Background: an optimization exercise with open tools, aiming at small area, a short achievable clock period and few clock cycles per item. Do not read the settings as production practice. The RTL was checked by simulation tests, not by an equivalence proof against the original design. Power is estimated from default activity; no workload was simulated.

==> design/flow/design.v <==
module hacodec (
    input  wire       clk,
    input  wire       rst,
    input  wire       in_valid,
    output wire       in_ready,
    input  wire [7:0] in_data,
    input  wire       in_last,
    output wire       out_valid,
    input  wire       out_ready,
    output wire [7:0] out_data,
    output wire       out_last
);
    function [7:0] bdec;               
        input [7:0] b;
        bdec = {1'b0, b[7:4], 3'b000} + {3'b000, b[7:4], 1'b0} + {4'd0, b[3:0]};
    endfunction
    function bok;
        input [7:0] b;
        bok = (b[7:4] <= 4'd9) && (b[3:0] <= 4'd9);
    endfunction
    function [7:0] benc;               
        input [7:0] v;
        reg [6:0] t;
        begin
            t         = v[6:0];
            benc[7:4] = t / 7'd10;
            benc[3:0] = t % 7'd10;
        end
    endfunction
    function [15:0] hund;
        input [7:0] y;
        hund = {12'd0, y[7:4]} * 16'd1000 + {12'd0, y[3:0]} * 16'd100;
    endfunction
    function [15:0] dstep;
        input [7:0] a;                 
        input [7:0] q;
        reg [7:0] a2;
        reg       ge;
        begin
            a2 = {a[6:0], q[7]};
            ge = (a2 >= 8'd100);
            dstep = {ge ? a2 - 8'd100 : a2, q[6:0], ge};
        end
    endfunction
    reg [79:0] Fv;                     
    reg [3:0]  flen;
    reg        fbin;                   
    reg        fatal;
    reg [2:0]  err;
    reg [79:0] Sv;                     
    reg        tx;                     
    reg        ov, ol;
    reg [7:0]  od;
    reg [7:0]  X;                      
    reg [1:0]  hp;                     
    reg [3:0]  wp;                     
    reg [7:0]  rem;                    
    reg [7:0]  op;
    reg        bad, oe, eq39;
    reg [3:0]  nlen;
    reg        nfb;
    reg        cpend;
    reg        dec1;                   
    reg [2:0]  dc;                     
    wire [7:0] F [0:9];
    wire [7:0] S [0:9];
    genvar g;
    generate for (g = 0; g < 10; g = g + 1) begin : bytes
        assign F[g] = Fv[8*g +: 8];
        assign S[g] = Sv[8*g +: 8];
    end endgenerate
    assign in_ready  = ~tx;
    assign out_valid = ov;
    assign out_data  = od;
    assign out_last  = ol;
    wire o_bcddec = (op == 8'h00);
    wire o_bcdenc = (op == 8'h01);
    wire o_adrenc = (op == 8'h10);
    wire o_adrdec = (op == 8'h11);
    wire o_cmdenc = (op == 8'h20);
    wire o_cmddec = (op == 8'h21);
    wire o_fbuild = (op == 8'h30);
    wire o_fload  = (op == 8'h31);
    wire o_fparse = (op == 8'h32);
    wire o_fread  = (op == 8'h33);
    wire o_tsenc  = (op == 8'h40);
    wire o_tsdec  = (op == 8'h41);
    wire o_v16enc = (op == 8'h42);
    wire o_v16dec = (op == 8'h43);
    wire o_tsput  = (op == 8'h44);
    wire o_tsget  = (op == 8'h45);
    wire o_v16put = (op == 8'h46);
    wire o_v16get = (op == 8'h47);
    wire o_status = (op == 8'hF0);
    wire o_enc    = o_tsenc | o_v16enc;
    wire o_enc16  = o_enc | o_tsput | o_v16put;
    wire o_put    = o_tsput | o_v16put;
    wire o_dec2   = o_tsdec | o_v16dec;
    wire o_get    = o_tsget | o_v16get;
    wire o_fr     = o_fparse | o_fread;
    wire i_fparse = (in_data == 8'h32);
    wire i_fread  = (in_data == 8'h33);
    wire i_fclr   = (in_data == 8'h34);
    wire i_tsget  = (in_data == 8'h45);
    wire i_v16get = (in_data == 8'h47);
    wire i_status = (in_data == 8'hF0);
    wire i_len1   = i_fparse | i_fread | i_fclr | i_tsget | i_v16get | i_status;
    wire i_enc    = (in_data == 8'h40) | (in_data == 8'h42);
    reg  [7:0] i_rem;                  
    always @(*) begin
        case (in_data)
            8'h00, 8'h01, 8'h11, 8'h21, 8'h31: i_rem = 8'd1;
            8'h10, 8'h42, 8'h43, 8'h30:        i_rem = 8'd2;
            8'h20, 8'h46:                      i_rem = 8'd3;
            8'h40, 8'h41:                      i_rem = 8'd6;
            8'h44:                             i_rem = 8'd7;
            default:                           i_rem = 8'd0;
        endcase
    end
    reg i_known;
    always @(*) begin
        case (in_data)
            8'h00, 8'h01, 8'h10, 8'h11, 8'h20, 8'h21, 8'h30, 8'h31, 8'h32, 8'h33,
            8'h34, 8'h40, 8'h41, 8'h42, 8'h43, 8'h44, 8'h45, 8'h46, 8'h47, 8'hF0:
                i_known = 1'b1;
            default: i_known = 1'b0;
        endcase
    end
    wire okF2 = fbin | (bok(F[1]) & bok(F[2]));
    wire okF6 = fbin | (bok(F[1]) & bok(F[2]) & bok(F[3]) & bok(F[4]) & bok(F[5]) & bok(F[6]));
    wire first  = (hp == 2'd0);
    wire b_gt99 = (in_data > 8'd99);
    wire b_gt39 = (in_data > 8'd39);
    wire b_gt15 = (in_data > 8'd15);
    wire b_nok  = ~bok(in_data);
    wire hdr    = (o_fload & hp == 2'd1) | (o_fbuild & hp == 2'd2);
    reg chk_oe;
    always @(*) begin
        chk_oe = 1'b0;
        if (o_bcddec | o_dec2)              chk_oe = b_nok;
        if (o_bcdenc)                       chk_oe = b_gt99;
        if (o_adrenc)                       chk_oe = b_gt15;
        if (o_cmdenc)                       chk_oe = (wp == 4'd2) & (in_data > 8'd63);
        if (o_fbuild)                       chk_oe = (hp == 2'd2) & (in_data > 8'd9);
        if (o_fload)                        chk_oe = (hp == 2'd1) & ((in_data == 8'd0) | (in_data > 8'd10));
        if (o_enc16)
            chk_oe = (wp == 4'd0) ? 1'b0 : (wp == 4'd1) ? b_gt39 :
                     (wp == 4'd2) ? (eq39 & b_gt15) : b_gt99;
    end
    wire chk_bad = o_cmdenc & (wp < 4'd2) & (in_data > 8'd1);
    reg [2:0] code;                    
    always @(*) begin
        code = 3'd5;
        if (o_bcddec | o_dec2)  code = 3'd3;
        if (o_adrenc | o_cmdenc) code = 3'd1;
        if (o_fbuild)           code = 3'd2;
        if (o_fload)            code = 3'd4;
    end
    wire       n_bad = bad | chk_bad | (hdr ? (in_data != 8'd0) : (rem != 8'd1));
    wire       n_oe  = oe | chk_oe;
    wire [2:0] st_n  = (fatal & ~o_status) ? 3'd7 : n_bad ? 3'd6 : n_oe ? code : 3'd0;
    reg [2:0] st_1;
    always @(*) begin
        if (fatal & ~i_status)              st_1 = 3'd7;
        else if (~i_len1)                   st_1 = 3'd6;
        else if (i_fparse)                  st_1 = (flen == 4'd0) ? 3'd4 : 3'd0;
        else if (i_tsget)                   st_1 = (flen < 4'd7) ? 3'd4 : okF6 ? 3'd0 : 3'd3;
        else if (i_v16get)                  st_1 = (flen < 4'd3) ? 3'd4 : okF2 ? 3'd0 : 3'd3;
        else                                st_1 = 3'd0;
    end
    wire [2:0] status = first ? st_1 : st_n;
    wire       res_ok = (status == 3'd0) | (status == 3'd3);
    reg [7:0] rl_n, rl_1;
    always @(*) begin
        rl_n = 8'd0;
        if (o_bcddec | o_bcdenc | o_adrenc | o_cmdenc) rl_n = 8'd1;
        if (o_adrdec | o_v16enc | o_v16dec)            rl_n = 8'd2;
        if (o_cmddec)                                  rl_n = 8'd3;
        if (o_tsenc | o_tsdec)                         rl_n = 8'd6;
        rl_1 = 8'd0;
        if (i_fparse | i_fread) rl_1 = {4'd0, flen} + 8'd1;
        if (i_tsget)            rl_1 = 8'd6;
        if (i_v16get | i_status) rl_1 = 8'd2;
    end
    wire [7:0] rl = res_ok ? (first ? rl_1 : rl_n) : 8'd0;
    wire [3:0] bp0 = first ? ((i_fparse | i_fread) ? 4'd0 : (i_tsget | i_v16get) ? 4'd2 : 4'd1)
                           : (o_enc ? 4'd2 : 4'd1);
    wire       i_frb = fbin & (i_fparse | i_fread);
    wire [7:0]  pa   = first ? F[1] : S[0];
    wire [15:0] pval = hund(pa);
    wire [7:0]  fbd  = fbin ? F[2] : bdec(F[2]);
    wire [15:0] rv   = (o_get & fbin) ? {F[1], F[2]} : {S[8], S[9]} + {8'd0, S[1]};
    wire        rhi  = o_get ? (wp == 4'd2) : (wp == 4'd1);
    wire [7:0]  rb   = rhi ? rv[15:8] : rv[7:0];
    wire       xsf = (o_fr | o_get) & ~(o_fr & fbin & (wp == 4'd1 | wp == 4'd2));
    wire [7:0] xn  = xsf ? F[wp] : S[wp];
    wire       sdir = ~(o_fr | o_get) & (wp == (o_enc ? 4'd2 : 4'd1));
    wire [7:0] Y  = sdir ? (o_enc ? S[1] : S[0]) : X;
    wire [7:0] dX = bdec(Y);
    wire [7:0] eX = benc(Y);
    reg [7:0] nb;                      
    always @(*) begin
        nb = 8'h00;
        case (op)
            8'h00: nb = dX;
            8'h01, 8'h40, 8'h42: nb = eX;
            8'h10: nb = {S[0][3:0], S[1][3:0]};
            8'h11: nb = (wp == 4'd1) ? {4'd0, S[0][7:4]} : {4'd0, S[0][3:0]};
            8'h20: nb = {S[0][0], S[1][0], S[2][5:0]};
            8'h21: nb = (wp == 4'd1) ? {7'd0, S[0][7]} : (wp == 4'd2) ? {7'd0, S[0][6]} :
                        {2'd0, S[0][5:0]};
            8'h41: nb = (wp < 4'd3) ? rb : dX;
            8'h43, 8'h47: nb = rb;
            8'h45: nb = (wp < 4'd4) ? rb : fbin ? X : dX;
            8'h33: nb = (wp == 4'd0) ? {4'd0, flen} : (fbin & wp != 4'd1) ? eX : X;
            8'h32: nb = (wp == 4'd0) ? F[0] : (wp == 4'd1) ? {4'd0, flen - 4'd1} :
                        fbin ? eX : X;
            8'hF0: nb = (wp == 4'd1) ? {fatal, 4'd0, err} : 8'h0A;
            default: nb = 8'h00;
        endcase
    end
    wire [15:0] d1 = dstep(S[2], S[1]);
    wire [15:0] d2 = dstep(d1[15:8], d1[7:0]);
    wire acc  = in_valid & ~tx;
    wire last = acc & in_last;
    wire dgo  = acc & (first ? i_frb : o_enc & (wp == 4'd2));
    wire dact = (dc != 3'd0);
    wire [2:0] dc_n = dgo ? 3'd4 : first & acc ? 3'd0 : dact ? dc - 3'd1 : 3'd0;
    wire [3:0] wi = (o_enc & (wp == 4'd1 | wp == 4'd2)) ? {2'd0, wp[1:0] ^ 2'b11} : wp;
    wire dec1_n = acc & ~first & o_dec2 & (wp == 4'd1);
    integer k;
    always @(posedge clk) begin
        for (k = 0; k < 10; k = k + 1)
            if (acc & ~first & ~hdr & (wi == k))
                Sv[8*k +: 8] <= in_data;
        if (dact)
            Sv[23:8] <= d2;
        if (dec1)
            Sv[15:8] <= bdec(S[1]);
        if (~tx & first)
            Sv[23:8] <= {F[1], fbd};
        if (~tx & (first | (o_dec2 & wp == 4'd1)))
            {Sv[71:64], Sv[79:72]} <= pval;
        dec1 <= dec1_n;
        if (rst) begin
            tx    <= 1'b0;
            ov    <= 1'b0;
            hp    <= 2'd0;
            dc    <= 3'd0;
            cpend <= 1'b0;
            flen  <= 4'd0;
            fbin  <= 1'b0;
            fatal <= 1'b0;
            err   <= 3'd0;
        end else begin
            dc <= dc_n;
            if (cpend & ~dact) begin
                Fv    <= Sv;
                flen  <= nlen;
                fbin  <= nfb;
                cpend <= 1'b0;
            end
            if (acc) begin
                eq39 <= (in_data == 8'd39);
                if (first) begin
                    op  <= in_data;
                    hp  <= 2'd1;
                    wp  <= {3'd0, i_enc};
                    bad <= ~i_known;
                    oe  <= 1'b0;
                    rem <= i_rem;
                end else begin
                    if (hp != 2'd3) hp <= hp + 2'd1;
                    if (~hdr & (wp != 4'd15)) wp <= wp + 4'd1;
                    bad <= bad | chk_bad | (rem == 8'd0);
                    oe  <= oe | chk_oe;
                    rem <= hdr ? in_data : rem - 8'd1;
                    if (o_fload & hp == 2'd1)  nlen <= in_data[3:0];
                    if (o_fbuild & hp == 2'd2) nlen <= in_data[3:0] + 4'd1;
                end
            end
            if (last) begin
                tx  <= 1'b1;
                ov  <= (dc_n == 3'd0) & ~dec1_n;
                od  <= {5'd0, status};
                ol  <= (rl == 8'd0);
                rem <= rl;
                wp  <= bp0;
                if (first) op <= in_data;
                if (first ? ~i_status : ~o_status) begin
                    if (status != 3'd7) err <= status;
                    if (status == 3'd1) fatal <= 1'b1;
                end
                if (first) begin
                    if (i_fclr & status == 3'd0)
                        flen <= 4'd0;
                end else if (status == 3'd0 & (o_fload | o_fbuild | o_put)) begin
                    cpend <= 1'b1;
                    nfb   <= o_put;
                    if (o_tsput)  nlen <= 4'd7;
                    if (o_v16put) nlen <= 4'd3;
                end
            end else if (tx) begin
                if (~ov) begin
                    if (o_fr ? (dc_n[2:1] == 2'd0) : (dc_n == 3'd0)) ov <= 1'b1;
                end else if (out_ready) begin
                    if (ol) begin
                        tx <= 1'b0;
                        ov <= 1'b0;
                        hp <= 2'd0;
                    end else begin
                        od  <= nb;
                        X   <= xn;
                        wp  <= wp + 4'd1;
                        rem <= rem - 8'd1;
                        ol  <= (rem == 8'd1);
                    end
                end
            end
        end
    end
endmodule
==> design/flow/run.sh <==
#!/bin/bash
# synth_recipe.tcl (not shown) runs the flow's synth.tcl, then flattens the netlist and writes it again
# the make line also repeats each setting of config.mk as NAME=value (left out here)
make -C /OpenROAD-flow-scripts/flow DESIGN_CONFIG=/design/flow/config.mk WORK_HOME=/design/flow/orfs CLKGATE_MAP_FILE= SYNTH_SCRIPT=/design/flow/synth_recipe.tcl finish
==> design/flow/config.mk <==
export PLATFORM = sky130hd
export DESIGN_NAME = hacodec
export DESIGN_NICKNAME = hacodec
export VERILOG_FILES = /design/flow/design.v
export SDC_FILE = /design/flow/constraint.sdc
export NUM_CORES = 4
export LEC_CHECK = 0
export CAP_MARGIN = 20
export CORE_MARGIN = 2
export CORE_UTILIZATION = 40
export SLEW_MARGIN = 20
==> design/flow/constraint.sdc <==
create_clock -name core_clock -period 10.0 [get_ports {clk}]
set_input_delay 2.0000 -clock core_clock [delete_from_list [all_inputs] [get_ports {clk}]]
set_output_delay 2.0000 -clock core_clock [all_outputs]
set_load 0.01 [all_outputs]
==> results of run 1 <==
==> worst paths after layout <==
kind / start / to / slack, ns / cells past startpoint
max: op[5]$_DFFE_PN_ / od[2]$_DFFE_PP_ / 3.38 / 20
min: Sv[52]$_DFFE_PP_ / Fv[52]$_DFFE_PP_ / 0.45 / 0
max reg2reg: op[5]$_DFFE_PN_ / od[2]$_DFFE_PP_ / 3.38 / 20
min reg2reg: Sv[52]$_DFFE_PP_ / Fv[52]$_DFFE_PP_ / 0.45 / 0
==> per-stage QoR <==
stage                     instances  worst slack (ns)  utilization  hold slack (ns)
after floorplan                1696              3.73            -            0.424
after global placement         2174              3.73        0.426            0.431
after detailed placement       2175              3.54        0.427            0.434
after CTS                      2222              3.49        0.450            0.449
after global routing           2224              2.95        0.451            0.456
final                          2225              3.38        0.451            0.449
==> state kept, by name, summed over array words and instances, names as in the netlist <==
name,count
hp,2
fbin,1
dec1,1
oe,1
dc,3
rem,8
Fv,80
X,8
ov,1
nfb,1
op,8
bad,1
Sv,80
fatal,1
flen,4
cpend,1
od,8
nlen,4
eq39,1
ol,1
tx,1
wp,4
err,3
==> per-layer routing <==
layer  track usage  wire [um]  up-vias
li1              -          -     6339
met1         0.412      26200     6977
met2         0.464      27300      785
met3        0.0467       5350      119
met4         0.106       2390        0
met5             0          0        -
==> area by class of cell <==
cell class	count	area share
Clock buffer	29	0.0378
Inverter	69	0.0148
Tap cell	518	0.0370
Multi-Input combinational cell	1306	0.493
Sequential cell	223	0.372
Antenna cell	1	0.000143
Timing Repair Buffer	61	0.0313
Clock inverter	18	0.0141
==> cell usage in the layout (no fill, tap or decap), types with 34 or more instances in the layout <==
cell type	count
nand2_1	211
edfxtp_1	205
nor2_1	133
a21oi_1	117
o21ai_0	116
ha_1	85
inv_1	69
nand3_1	57
a22oi_1	53
mux2i_1	44
buf_4	35
xnor2_1	34
==> cell families (layout without fill, tap and decap cells) <==
| family | count (synthesis) | in the layout | synth area share |
|---|---|---|---|
| AOI/OAI and AO/OA | 517 | 517 | 0.219 |
| other | 0 | 1 | 0 |
| and+or+nand+nor | 581 | 581 | 0.174 |
| xor gates and xnor gates | 57 | 57 | 0.0316 |
| adders and majority gates | 102 | 102 | 0.0883 |
| buffers and inverters | 167 | 177 | 0.0415 |
| DFF | 223 | 223 | 0.413 |
| muxes | 49 | 49 | 0.0324 |
==> power by group <==
part / internal [mW] / switching [mW]
clock network: 0.610 / 0.424
registers: 1.11 / 0.136
logic: 0.413 / 0.661
total: 2.13 / 1.22
==> cells in the mapped netlist (16+ instances only) <==
master    count  area [sq um]
and2_1       17           106
xnor2_1      34           298
edfxtp_1    205          6160
dfxtp_1      18           360
fa_1         16           320
a21o_1       20           150
inv_1        69           259
nand2b_1     18           113
nor2_1      134           503
a221oi_1     16           140
clkbuf_1     81           304
a22oi_1      53           398
nor2b_1      25           156
nand2_1     211           792
and3_1       17           106
o21ai_0     117           586
nand4_1      16           100
nor3_1       29           145
mux2i_1      44           440
nand3_1      57           285
a211oi_1     25           188
a21oi_1     118           591
ha_1         85          1060
xor2_1       23           201
a31oi_1      26           163
==> worst max-delay path: cells and delay by family (launching register included) <==
family,cells,cell delay (ns)
buffers and inverters,1,0.23
adder cells (fa/ha/maj),3,0.85
flip-flops,1,0.63
XOR/XNOR,2,0.46
AND/OR/NAND/NOR,4,1.23
AO/OA/AOI/OAI,10,2.95
==> flow_metrics.env, run 1 <==
export IMPL_antenna_left=0
export IMPL_h_tree_depth=1
export IMPL_fillers=3700
export IMPL_area_delta_synth_final_pct=11.0
export IMPL_syn_num_nets=1810
export IMPL_ys_seq_area_frac=0.413
export IMPL_core_area_sq_mm=0.0388
export IMPL_antenna_found_initial=0
export IMPL_path_cells="nor4b_2, buf_4, and4b_1, a2111o_1, o21ai_0, ha_1, nor2_1, o221ai_2, a311oi_2, o21a_1, xnor2_1, ha_1, o221ai_1, and2_1, o311a_1, xnor2_1, ha_1, o211ai_4, o311ai_1, a211o_1"
export IMPL_clk_pin_slew_ns=0.06
export IMPL_synth_avg_cell_area_sq_um=9.31
export IMPL_fin_crit_sh=0.662
export IMPL_worst_ep_required_time_ns=10.32
export IMPL_max_stage_delay_ns=0.63
export IMPL_setup_tns_ns=0
export IMPL_grt_max_degree=47
export IMPL_avgRoutedWirePerCell_um=27.5
export IMPL_num_rows=72
export IMPL_clock_latency_ns=0.58
export IMPL_tightest_slew_ns=1.02
export IMPL_grt_ovfl_total=0
export IMPL_final_cell_area_sq_mm=0.0175
export IMPL_clockBufferDepth=3
export IMPL_power_total_mw=3.35
export IMPL_nets=1801
export IMPL_cp_arrival_ns=6.94
export IMPL_die_area_sq_mm=0.0411
export IMPL_io_buffers=23
export IMPL_cts_hold_buf=0
export IMPL_drive_gt1_frac=0.0662
export IMPL_peakVddDrop_v=0.000137
export IMPL_hpwl_mm=45.4
export IMPL_min_path_type="register to register"
export IMPL_ys_ff_latch=223
export IMPL_period_needed_ns=6.62
export IMPL_hold_violations=0
export IMPL_vias=14200
export IMPL_cts_tree="built"
export IMPL_dieWidth_um=203
export IMPL_synthFlopType="edfxtp_1"
export IMPL_synth_edf_count=205
export IMPL_p_leak_nw=6.41
export IMPL_slew_violations=0
export IMPL_cp_common_cell="ha_1"
export IMPL_drtIter0Drc=2081
export IMPL_gp_congestion=0.971
export IMPL_cts_resized=0
export IMPL_worstSetupPathType="register to register"
export IMPL_crit_path_start_kind="register"
export IMPL_regArea_sq_mm=0.00652
export IMPL_yosysWarningCount=1
export IMPL_setup_viol=0
export IMPL_drcViolationCount=0
export IMPL_drt_pass1_iterations=6
export IMPL_vias_per_cell=6.39
export IMPL_postRouteWirelength_mm=61.2
export IMPL_synthArstFlopShare=0
export IMPL_initial_core_util=0.407
export IMPL_cts_inserted_buffers=26
export IMPL_drv_cap=0
export IMPL_fmax_ghz=0.151
export IMPL_rsz0062_at_grt="false"
export IMPL_die_h_um=203
export IMPL_max_slew_margin=0.319
export IMPL_grt_usage=0.295
export IMPL_power_density_mw_per_mm2=191
export IMPL_multi_input_area_sq_mm=0.00864
export IMPL_synth_cells=1696
export IMPL_cp_max_fo=19
export IMPL_grt_pass1_wl_mm=90.0
export IMPL_dpl_cell_area_sq_mm=0.0166
export IMPL_post_cts_setup_buffers=0
export IMPL_status="finished clean"
export IMPL_cp_slowest_cell="edfxtp_1"
export IMPL_tritoncts_num_sinks=223
export IMPL_synthDistinctLibCells=92
export IMPL_first_global_vias=13500
export IMPL_clockRootBuffer="clkbuf_16"
export IMPL_endpoint_kind="register"
export IMPL_synth_area_sq_mm=0.0158
export IMPL_fin_skew_ns=0.0138
export IMPL_io_pins=24
Testbench counts, summed over its fixed seeds: cycles 245,825, requests 32,000.
==> run 2, diff against run 1 <==
--- a/design/flow/config.mk
+++ b/design/flow/config.mk
@@ -7,2 +7,3 @@
 export LEC_CHECK = 0
+export ABC_CLOCK_PERIOD_IN_PS = 4000
 export CAP_MARGIN = 20
@@ -10,2 +11,3 @@
 export CORE_UTILIZATION = 40
+export SETUP_SLACK_MARGIN = 5
 export SLEW_MARGIN = 20
==> run 2 against run 1 <==
- cell count rose by 3.3%
- clock power fell by 9%
- critical endpoint is now nlen[2]$_DFFE_PN_
- critical path depth fell by 7
- via count rose by 3.0%
- count of clock-buffer cells in the layout rose by 9
- largest power group unchanged
- still clean on timing, DRC and antenna
- worst setup slack improved by 1.7 ns
==> flow_metrics.env, run 2 <==
export IMPL_status="finished clean"
export IMPL_hold_ws_ns=0.449
export IMPL_min_path_type="register to register"
export IMPL_synth_compound_area_share=0.219
export IMPL_synth_xor_xnor_area_share=0.0316
export IMPL_slew_violations=0
export IMPL_drive_gt1_frac=0.134
export IMPL_fin_skew_ns=0.0191
export IMPL_utilization=0.475
export IMPL_grt_ovfl_total=0
export IMPL_die_h_um=203
export IMPL_dp_cells=2172
export IMPL_r2r_start="op[4]$_DFFE_PN_"
export IMPL_hp_start="Sv[52]$_DFFE_PP_"
export IMPL_h_tree_depth=1
export IMPL_clockRootBuffer="clkbuf_16"
export IMPL_rr_worst_depth=21
export IMPL_io_pins=24
export IMPL_dp_slack_ns=3.76
export IMPL_grtUsageMet1=0.407
export IMPL_initial_core_util=0.407
export IMPL_muxShareOfSynthArea=0.0324
export IMPL_layout_commonest_cell="nand2_1"
export IMPL_tritoncts_num_sinks=223
export IMPL_dieWidth_um=203
export IMPL_ys_seq_area_frac=0.413
export IMPL_instances_no_fill=2298
export IMPL_die_area_sq_mm=0.0411
export IMPL_reg2reg_slack_ns=5.07
export IMPL_reg_top3="Fv (80), Sv (80)"
export IMPL_top_usage_layer="met2"
export IMPL_grt_pass1_wl_mm=90.9
export IMPL_drv_cap=0
export IMPL_yosysWarningCount=1
export IMPL_antennaDiodeCount=0
export IMPL_max_stage_delay_ns=0.55
export IMPL_reg2reg_to="od[2]$_DFFE_PP_"
export IMPL_startpoint="in_data[7]"
export IMPL_grt_use_met3=0.0578
export IMPL_first_global_vias=13900
export IMPL_synthFlopType="edfxtp_1"
export IMPL_drtIter0Drc=1959
export IMPL_antenna_left=0
export IMPL_vias=14600
export IMPL_hpwl_mm=44.3
export IMPL_synth_top_area_share=0.390
export IMPL_synthAdderAreaFrac=0.0883
export IMPL_ys_ff_latch=223
export IMPL_yosys_area_share_simple=0.174
export IMPL_vias_per_cell=6.37
export IMPL_max_slew_margin=0.250
export IMPL_grt_usage=0.297
export IMPL_cts_inserted_buffers=26
export IMPL_drcViolationCount=0
export IMPL_synth_avg_cell_area_sq_um=9.31
export IMPL_clock_latency_ns=0.58
export IMPL_power_total_mw=3.33
export IMPL_gp_congestion=0.987
export IMPL_grt_use_met2=0.456
export IMPL_setup_tns_ns=0
export IMPL_dpl_cell_area_sq_mm=0.0166
export IMPL_setup_viol=0
export IMPL_postRouteWirelength_mm=62.0
export IMPL_crit_path_start_kind="input pin"
export IMPL_drt_pass1_iterations=5
export IMPL_critPathTopFamily="simple AND/OR/NAND/NOR gates"
export IMPL_clk_pin_slew_ns=0.06
export IMPL_synth_top_family_by_area="compound AO/OA/AOI/OAI gates"
export IMPL_period_needed_ns=4.96
export IMPL_final_cell_mix="nand2_1 (208), edfxtp_1 (205), nor2_1 (130)"
export IMPL_fmax_ghz=0.201
export IMPL_fin_crit_sh=0.496
export IMPL_setup_ws_ns=5.04
export IMPL_synthArstFlopShare=0
export IMPL_tightest_slew_ns=1.12
export IMPL_clockBufferDepth=3
export IMPL_path_cells="clkdlybuf4s50_1, buf_4, or4b_4, nor3b_4, nand2_2, maj3_1, o22ai_1, nor3b_1, a22oi_1, nand2_2, nor3b_4, and4_4, mux2i_1"
export IMPL_num_rows=72
export IMPL_cp_endpoint="nlen[2]$_DFFE_PN_"
export IMPL_syn_num_nets=1810
export IMPL_cp_slowest_cell="or4b_4"
export IMPL_peakVddDrop_v=0.000129
export IMPL_io_buffers=23
export IMPL_yosysMostFrequentCell="nand2_1"
export IMPL_worst_path_stages=13
export IMPL_power_density_mw_per_mm2=181
export IMPL_nets=1874
export IMPL_cp_arrival_ns=5.25
export IMPL_cp_max_fo=18
export IMPL_synth_area_leaders="edfxtp_1 (39%), ha_1 (6.7%), nand2_1 (5.0%), a21oi_1 (3.7%), o21ai_0 (3.7%)"
export IMPL_cts_hold_buf=0
export IMPL_avgRoutedWirePerCell_um=27.0
export IMPL_area_delta_synth_final_pct=16.7
export IMPL_worstSetupPathType="input pin to register"
export IMPL_cts_tree="built"
export IMPL_antenna_found_initial=1
export IMPL_synth_cells=1696
export IMPL_grt_max_degree=81
export IMPL_final_cell_area_sq_mm=0.0184
export IMPL_synth_top_area_cell="edfxtp_1"
export IMPL_p_leak_nw=6.86
export IMPL_synthDistinctLibCells=92
export IMPL_synth_area_sq_mm=0.0158
export IMPL_yosys_top_cells_count="nand2_1 (211), edfxtp_1 (205), nor2_1 (134)"
export IMPL_hold_violations=0
export IMPL_synth_edf_count=205
export IMPL_core_area_sq_mm=0.0388
export IMPL_endpoint_kind="register"
export IMPL_rsz0062_at_grt="true"
export IMPL_worst_ep_required_time_ns=10.29
export IMPL_cp_num_buf_inv=2
## run 2: cell types whose count changed in the layout (fill, tap and decap cells not counted), moves of 4 or more
cell and change:
buf_4 +62, ha_1 -7, clkbuf_1 +6, buf_6 +5, buf_12 +4, bufinv_16 -4
clkdlybuf4s50_1 -4, ha_2 +4
## run 2: how the worst min path moves through the flow
stage / endpoint / cells after the start
finish: Fv[52]$_DFFE_PP_ / 0
global route: Fv[50]$_DFFE_PP_ / 0
CTS: Fv[29]$_DFFE_PP_ / 0
detailed placement: Fv[29]$_DFFE_PP_ / 0
global placement: Fv[53]$_DFFE_PP_ / 0
floorplan: Fv[0]$_DFFE_PP_ / 0
## run 2: worst register-to-register path, stage by stage, from the launching register on
cell and delay [ns]:
edfxtp_1 0.42, or4b_4 0.59, buf_12 0.16, o21ai_4 0.21, a2111o_2 0.22, buf_4 0.15
o21ai_4 0.06, ha_1 0.19, nor2_2 0.11, o221ai_2 0.11, buf_4 0.18, o311a_4 0.12
o21a_1 0.23, xnor2_2 0.19, ha_2 0.21, o221ai_2 0.10, and2_4 0.16, o311a_4 0.36
mux2_4 0.33, o211ai_4 0.25, o311ai_2 0.10, a211o_1 0.23
## run 2: area by class of cell
cell class / count / area [sq um]
clock buffers: 38 / 726
clock inverters: 10 / 91.3
fillers: 3661 / 20400
inverters: 69 / 263
multi-input cells: 1306 / 8990
flip-flops and latches: 223 / 6520
well taps: 518 / 648
repair buffers: 134 / 1200
## run 2: cells by family after synthesis
kind of cell / after synthesis
mux: 49
fa+ha+maj: 102
buf+inv: 167
flops: 223
xor+xnor: 57
simple gates: 581
compound gates: 517
## run 2: what timing repair did
| item | 4_1_cts | 5_1_grt |
|---|---|---|
| endpoints found under the setup margin | 24 | 20 |
| buffers inserted | 54 | 21 |
| cloned | 0 | 1 |
| pin swaps | 18 | 29 |
| resized for setup | 42 | 54 |
## run 2: where the power goes
group / internal [mW] / switching [mW]
registers: 1.11 / 0.124
logic: 0.462 / 0.692
clock network: 0.529 / 0.412
total: 2.10 / 1.23
## run 2: routing by layer
metal | part of all wire | vias to the layer above | routed length (um)
met2 | 0.44 | 859 | 27200
met1 | 0.41 | 7125 | 25400
li1 | - | 6489 | -
met5 | 0.00021 | - | 13
met4 | 0.048 | 2 | 2960
met3 | 0.10 | 174 | 6390
==> run 3, diff against run 2 <==
--- a/design/flow/config.mk
+++ b/design/flow/config.mk
@@ -7,3 +7,3 @@
 export LEC_CHECK = 0
-export ABC_CLOCK_PERIOD_IN_PS = 4000
+export ABC_AREA = 1
 export CAP_MARGIN = 20
==> run 3 against run 2 <==
- sequential share of layout area decreased by 0.51 points
- area after synthesis shrank 0.17%
- via count up 1.6%
- register-to-register slack better by 0.11 ns
- critical path depth up 9
- still clean
- critical path type is now register to register
- utilization rose by 0.82 points
==> flow_metrics.env, run 3 <==
export IMPL_grt_ovfl_total=0
export IMPL_cts_hold_buf=0
export IMPL_worst_ep_required_time_ns=10.31
export IMPL_syn_num_nets=2057
export IMPL_synthArstFlopShare=0
export IMPL_layout_commonest_cell="nand2_1"
export IMPL_setup_tns_ns=0
export IMPL_yosysMostFrequentCell="nand2_1"
export IMPL_crit_path_start_kind="register"
export IMPL_max_slew_margin=0.262
export IMPL_reg2reg_slack_ns=5.18
export IMPL_avgRoutedWirePerCell_um=23.2
export IMPL_power_total_mw=3.23
export IMPL_drcViolationCount=0
export IMPL_path_cells="inv_2, nand2_2, nor2_8, nand2_8, nand2_8, buf_4, nand2_1, o21ai_1, nand2_4, nand2_4, inv_8, buf_4, fa_1, inv_1, fa_1, nor2_1, a211oi_1, o21ai_0, a2111oi_0, o21ai_1, nor2_1, a21oi_1"
export IMPL_reg_top3="Fv (80), Sv (80)"
export IMPL_core_area_sq_mm=0.0387
export IMPL_die_h_um=203
export IMPL_critPathTopFamily="compound AO/OA/AOI/OAI gates"
export IMPL_fin_crit_sh=0.482
export IMPL_vias=14900
export IMPL_grt_pass1_wl_mm=89.3
export IMPL_worst_path_stages=22
export IMPL_hold_ws_ns=0.442
export IMPL_r2r_start="op[7]$_DFFE_PN_"
export IMPL_slew_violations=0
export IMPL_synth_edf_count=205
export IMPL_cp_arrival_ns=5.13
export IMPL_status="finished clean"
export IMPL_hold_end="Fv[53]$_DFFE_PP_"
export IMPL_tritoncts_num_sinks=223
export IMPL_synthDistinctLibCells=61
export IMPL_rr_worst_depth=22
export IMPL_p_leak_nw=7.77
export IMPL_vias_per_cell=5.72
export IMPL_peakVddDrop_v=0.000154
export IMPL_io_buffers=23
export IMPL_synth_top_area_cell="edfxtp_1"
export IMPL_antenna_left=0
export IMPL_power_density_mw_per_mm2=173
export IMPL_hp_start="Sv[53]$_DFFE_PP_"
export IMPL_hold_depth=0
export IMPL_clk_pin_slew_ns=0.06
export IMPL_clockRootBuffer="clkbuf_16"
export IMPL_ys_ff_latch=223
export IMPL_tightest_slew_ns=1.10
export IMPL_synth_avg_cell_area_sq_um=8.11
export IMPL_cts_tree="built"
export IMPL_drv_cap=0
export IMPL_antenna_found_initial=0
export IMPL_multi_input_area_sq_mm=0.00843
export IMPL_area_delta_synth_final_pct=18.7
export IMPL_cp_slowest_cell="a2111oi_0"
export IMPL_synth_area_leaders="edfxtp_1 (39%), nand2_1 (9.3%), inv_1 (7.0%), ha_1 (6.7%), o21ai_0 (5.1%)"
export IMPL_die_area_sq_mm=0.0410
export IMPL_fin_skew_ns=0.0289
export IMPL_cp_num_buf_inv=5
export IMPL_synth_top_area_share=0.390
export IMPL_gp_congestion=0.977
export IMPL_endpoint_kind="register"
export IMPL_cp_max_fo=7
export IMPL_grt_usage=0.288
export IMPL_drive_gt1_frac=0.151
export IMPL_clockBufferDepth=3
export IMPL_instances_no_fill=2600
export IMPL_rsz0062_at_grt="true"
export IMPL_startpoint="op[7]$_DFFE_PN_"
export IMPL_ys_seq_area_frac=0.413
export IMPL_synthFlopType="edfxtp_1"
export IMPL_synth_area_sq_mm=0.0158
export IMPL_grt_max_degree=76
export IMPL_nets=2176
export IMPL_dp_cells=2472
export IMPL_reg2reg_to="od[3]$_SDFFCE_PP0P_"
export IMPL_initial_core_util=0.407
export IMPL_fmax_ghz=0.207
export IMPL_setup_viol=0
export IMPL_clock_latency_ns=0.58
export IMPL_setup_ws_ns=5.18
export IMPL_yosys_top_cells_count="nand2_1 (391), inv_1 (292), edfxtp_1 (205)"
export IMPL_first_global_vias=14500
export IMPL_cts_inserted_buffers=27
export IMPL_yosysWarningCount=1
export IMPL_drtIter0Drc=1695
export IMPL_worstSetupPathType="register to register"
export IMPL_synth_cells=1943
export IMPL_regArea_sq_mm=0.00652
export IMPL_dp_slack_ns=3.84
export IMPL_h_tree_depth=1
export IMPL_drt_pass1_iterations=6
export IMPL_hpwl_mm=45.0
export IMPL_antennaDiodeCount=0
export IMPL_hold_violations=0
export IMPL_min_path_type="register to register"
export IMPL_postRouteWirelength_mm=60.2
export IMPL_fillers=3793
export IMPL_max_stage_delay_ns=0.81
export IMPL_period_needed_ns=4.82
export IMPL_dieWidth_um=203
export IMPL_final_cell_mix="nand2_1 (361), inv_1 (276), edfxtp_1 (205)"
export IMPL_io_pins=24
export IMPL_num_rows=72
run 3: timing repair:
item                       in CTS  in global routing
setup endpoints to repair      36                 31
cloned                          1                  2
gates resized for setup        34                123
setup buffers                  30                 46
pin swaps                      15                 53
run 3: worst max path at each step:
stage / slack [ns] / endpoint
floorplan: 5.08 / Fv[0]$_DFFE_PP_
global placement: 3.93 / ol$_DFFE_PP_
detailed placement: 3.84 / ol$_DFFE_PP_
CTS: 5.00 / od[1]$_DFFE_PP_
global route: 4.86 / od[1]$_DFFE_PP_
finish: 5.18 / od[3]$_SDFFCE_PP0P_
run 3: report_power, final:
group,switching (mW),leakage [nW],internal (mW)
Clock,0.415,0.398,0.522
Combinational,0.709,5.32,0.393
Sequential,0.0915,2.05,1.10
run 3: routing by layer:
metal  GRT usage  wire length (um)  vias up  share of wire
met3      0.0427              5080      129          0.084
met5           0                 0        -              0
met4       0.127              2780        0          0.046
met2       0.451             26900      663           0.45
li1            -                 -     6935              -
met1       0.398             25500     7151           0.42
run 3: worst reg2reg max path, delay by kind of cell, from the launching register on:
family,cells,cell delay (ns)
AOI/OAI and AO/OA,6,1.47
adders and majority gates,2,1.18
and+or+nand+nor,9,1.02
DFF,1,0.42
buffers and inverters,5,0.48
run 3: metrics by stage:
stage,util,cell area [sq um]
final,0.483,18700
after global routing,0.483,18700
after CTS,0.462,17900
after detailed placement,0.432,16700
after global placement,0.432,16700
after floorplan,-,15800
run 3: cell families (layout without fill, tap and decap cells):
group,count (synthesis),in the layout,synth area share
xor gates and xnor gates,39,39,0.0217
buffers and inverters,356,493,0.0856
adders and majority gates,101,101,0.0878
and+or+nand+nor,758,760,0.208
AOI/OAI and AO/OA,466,466,0.184
DFF,223,223,0.413
run 3: layout make-up:
type,count,area share
inverter,308,0.0631
clock buffer,37,0.0398
sequential,223,0.348
multi-input combinational,1366,0.451
timing repair buffer,136,0.0593
tap,518,0.0346
clock inverter,12,0.00408
==> run 4, diff against run 3 <==
==> design/flow/flow/run.sh (new file) <==
#!/bin/bash
set -euo pipefail
bash standard.sh SETUP_SLACK_MARGIN=6 finish > flow_standard.log 2>&1
==> design/flow/standard.sh (new file) <==
#!/bin/bash
# synth_recipe.tcl (not shown) runs the flow's synth.tcl, then flattens the netlist and writes it again
# the make line also repeats each setting of config.mk as NAME=value (left out here)
make -C /OpenROAD-flow-scripts/flow DESIGN_CONFIG=/design/flow/config.mk WORK_HOME=/design/flow/orfs CLKGATE_MAP_FILE= SYNTH_SCRIPT=/design/flow/synth_recipe.tcl "${@:-finish}"
--- a/design/flow/config.mk
+++ b/design/flow/config.mk
@@ -7,3 +7,3 @@
 export LEC_CHECK = 0
-export ABC_AREA = 1
+export ABC_CLOCK_PERIOD_IN_PS = 4000
 export CAP_MARGIN = 20
removed: design/flow/run.sh
==> run 4 against run 3 <==
- via count rose by 1.2%
- largest cell class unchanged
- clock power rose by 2%
- area after synthesis rose by 0.17%
- still clean on timing, DRC and antenna
- utilization rose by 1.7 points
- global-route usage rose by 2.0 points
- count of clock-buffer cells in the layout fell by 1
- critical path depth fell by 3
- largest power group is now combinational cells
- sequential share of layout area fell by 1.3 points
==> flow_metrics.env, run 4 <==
export IMPL_slew_violations=0
export IMPL_dp_slack_ns=3.95
export IMPL_power_total_mw=3.52
export IMPL_grt_pass1_wl_mm=94.2
export IMPL_antenna_left=0
export IMPL_clockBufferDepth=3
export IMPL_regArea_sq_mm=0.00652
export IMPL_grtUsageMet1=0.422
export IMPL_min_path_type="register to register"
export IMPL_grt_usage=0.309
export IMPL_dieWidth_um=203
export IMPL_status="finished clean"
export IMPL_clock_latency_ns=0.57
export IMPL_p_leak_nw=7.24
export IMPL_vias_per_cell=6.38
export IMPL_cp_arrival_ns=5.30
export IMPL_postRouteWirelength_mm=64.6
export IMPL_synthFlopType="edfxtp_1"
export IMPL_drcViolationCount=0
export IMPL_ys_seq_area_frac=0.413
export IMPL_tightest_slew_ns=1.11
export IMPL_syn_num_nets=1810
export IMPL_synth_cells=1696
export IMPL_dp_cells=2173
export IMPL_grt_use_met3=0.0589
export IMPL_vias=15100
export IMPL_multi_input_area_sq_mm=0.00942
export IMPL_synth_top_area_cell="edfxtp_1"
export IMPL_peakVddDrop_v=0.000185
export IMPL_endpoint_kind="register"
export IMPL_core_area_sq_mm=0.0388
export IMPL_cp_common_cell="o221ai_2"
export IMPL_io_buffers=23
export IMPL_die_h_um=203
export IMPL_grt_use_met2=0.470
export IMPL_io_pins=24
export IMPL_setup_tns_ns=0
export IMPL_dpl_cell_area_sq_mm=0.0167
export IMPL_worstSetupPathType="register to register"
export IMPL_worst_ep_required_time_ns=10.31
export IMPL_initial_core_util=0.407
export IMPL_cts_hold_buf=0
export IMPL_synth_area_leaders="edfxtp_1 (39%), ha_1 (6.7%), nand2_1 (5.0%), a21oi_1 (3.7%), o21ai_0 (3.7%)"
export IMPL_max_slew_margin=0.259
export IMPL_avgRoutedWirePerCell_um=27.4
export IMPL_yosysWarningCount=1
export IMPL_critPathTopFamily="compound AO/OA/AOI/OAI gates"
export IMPL_drtIter0Drc=1976
export IMPL_tritoncts_num_sinks=223
export IMPL_area_delta_synth_final_pct=23.0
export IMPL_ys_ff_latch=223
export IMPL_reg2reg_slack_ns=5.01
export IMPL_synthDistinctLibCells=92
export IMPL_first_global_vias=14300
export IMPL_utilization=0.500
export IMPL_grt_ovfl_total=0
export IMPL_fin_crit_sh=0.499
export IMPL_fmax_ghz=0.200
export IMPL_period_needed_ns=4.99
export IMPL_cts_tree="built"
export IMPL_cp_slowest_cell="or4b_4"
export IMPL_path_cells="or4b_4, nor4_2, buf_4, mux2i_4, o21ai_4, ha_4, nor2_4, o221ai_2, a311oi_2, o21a_1, xnor2_2, ha_2, o221ai_2, and2_4, o311a_4, mux2_4, o211ai_4, o311ai_1, a211o_1"
export IMPL_drive_gt1_frac=0.211
export IMPL_setup_ws_ns=5.01
export IMPL_drt_pass1_iterations=6
export IMPL_num_rows=72
export IMPL_instances_no_fill=2360
export IMPL_synth_avg_cell_area_sq_um=9.31
export IMPL_yosys_top_cells_count="nand2_1 (211), edfxtp_1 (205), nor2_1 (134)"
export IMPL_hpwl_mm=44.6
export IMPL_drv_cap=0
export IMPL_cp_max_fo=6
export IMPL_layout_commonest_cell="edfxtp_1"
export IMPL_reg_top3="Fv (80), Sv (80)"
export IMPL_antenna_found_initial=0
export IMPL_fillers=3562
export IMPL_grt_max_degree=78
export IMPL_yosysMostFrequentCell="nand2_1"
export IMPL_synthArstFlopShare=0
export IMPL_final_cell_area_sq_mm=0.0194
export IMPL_power_density_mw_per_mm2=182
export IMPL_nets=1936
export IMPL_cp_num_buf_inv=1
export IMPL_clk_pin_slew_ns=0.06
export IMPL_cts_inserted_buffers=26
export IMPL_hold_violations=0
export IMPL_setup_viol=0
export IMPL_h_tree_depth=1
export IMPL_hold_ws_ns=0.446
export IMPL_crit_path_start_kind="register"
export IMPL_synth_edf_count=205
export IMPL_rsz0062_at_grt="true"
export IMPL_max_stage_delay_ns=0.64
export IMPL_fin_skew_ns=0.0141
export IMPL_clockRootBuffer="clkbuf_16"
export IMPL_die_area_sq_mm=0.0411
export IMPL_synth_top_area_share=0.390
export IMPL_synth_area_sq_mm=0.0158
export IMPL_antennaDiodeCount=0
export IMPL_top_usage_layer="met2"
export IMPL_final_cell_mix="edfxtp_1 (205), nand2_1 (195), buf_4 (149)"
export IMPL_gp_congestion=0.980
-- run 4: layer usage --
layer  share of wire  wire length (um)  vias to the layer above
li1                -                 -                     6617
met1            0.41             26200                     7391
met2            0.44             28300                      884
met3            0.10              6490                      170
met4           0.056              3620                        0
met5               0                 0                        -
-- run 4: what timing repair did --
action                                  CTS  global route
pin swaps                                51            73
endpoints found under the setup margin   65            56
cloned                                    3             0
buffers inserted                         94            42
resized for setup                       147            80
-- run 4: power by group --
part | switching [mW] | leakage (nW) | internal [mW] | total (mW)
logic | 0.767 | 4.77 | 0.572 | 1.34
registers | 0.121 | 2.05 | 1.11 | 1.23
clock network | 0.405 | 0.407 | 0.552 | 0.957
total | 1.29 | 7.24 | 2.23 | 3.52
-- run 4: cells by family (layout without fill, tap and decap cells) --
group,Yosys count,in the layout,share of synthesized area
compound gates,517,517,0.219
mux,49,49,0.0324
fa+ha+maj,102,102,0.0883
buf+inv,167,312,0.0415
xor+xnor,57,57,0.0316
simple gates,581,582,0.174
flops,223,223,0.413
-- run 4: worst paths after layout --
path	start	end	cells after the start
setup / recovery	op[5]$_DFFE_PN_	od[2]$_DFFE_PP_	19
hold / removal	Sv[39]$_DFFE_PP_	Fv[39]$_DFFE_PP_	0
setup reg to reg	op[5]$_DFFE_PN_	od[2]$_DFFE_PP_	19
hold reg to reg	Sv[39]$_DFFE_PP_	Fv[39]$_DFFE_PP_	0
-- run 4: cell type report --
cell class,instances,share of cell area
clock inverter,12,0.00612
sequential,223,0.336
multi-input combinational,1307,0.485
inverter,69,0.0143
timing repair buffer,195,0.0883
tap,518,0.0334
clock buffer,36,0.0370

## afterwards: timing with drivers on the ports
In the flow no input, the clock included, has a driving cell. The finished layouts below were timed again as built, in two steps.
Step 1 assumes that a clkbuf_16 drives the clock port and a buf_2 every other input.
Step 2 also shifts input and output timing later by t, the mid clock arrival at the registers, as if the neighbouring blocks saw the same clock.
Slacks: ideal ports / drivers / drivers and shift; pairs: ideal ports / drivers.
run | shift t [ns] | slack for setup (ns) | clock arrival spread, ns | slew at the worst register clock pin (ns)
run 1 | 0.621 | 3.378 / 3.378 / 3.378 | 0.015 / 0.015 | 0.07 / 0.07
run 2 | 0.625 | 5.036 / 5.065 / 4.443 | 0.019 / 0.019 | 0.07 / 0.07
run 3 | 0.621 | 5.179 / 5.179 / 4.606 | 0.030 / 0.030 | 0.07 / 0.07
run 4 | 0.618 | 5.006 / 5.006 / 4.924 | 0.014 / 0.014 | 0.07 / 0.07
After both steps every run listed still meets setup and hold. The setup slack of run 2, which loses most, moves by +0.029 ns with the drivers and by -0.593 ns with both steps.
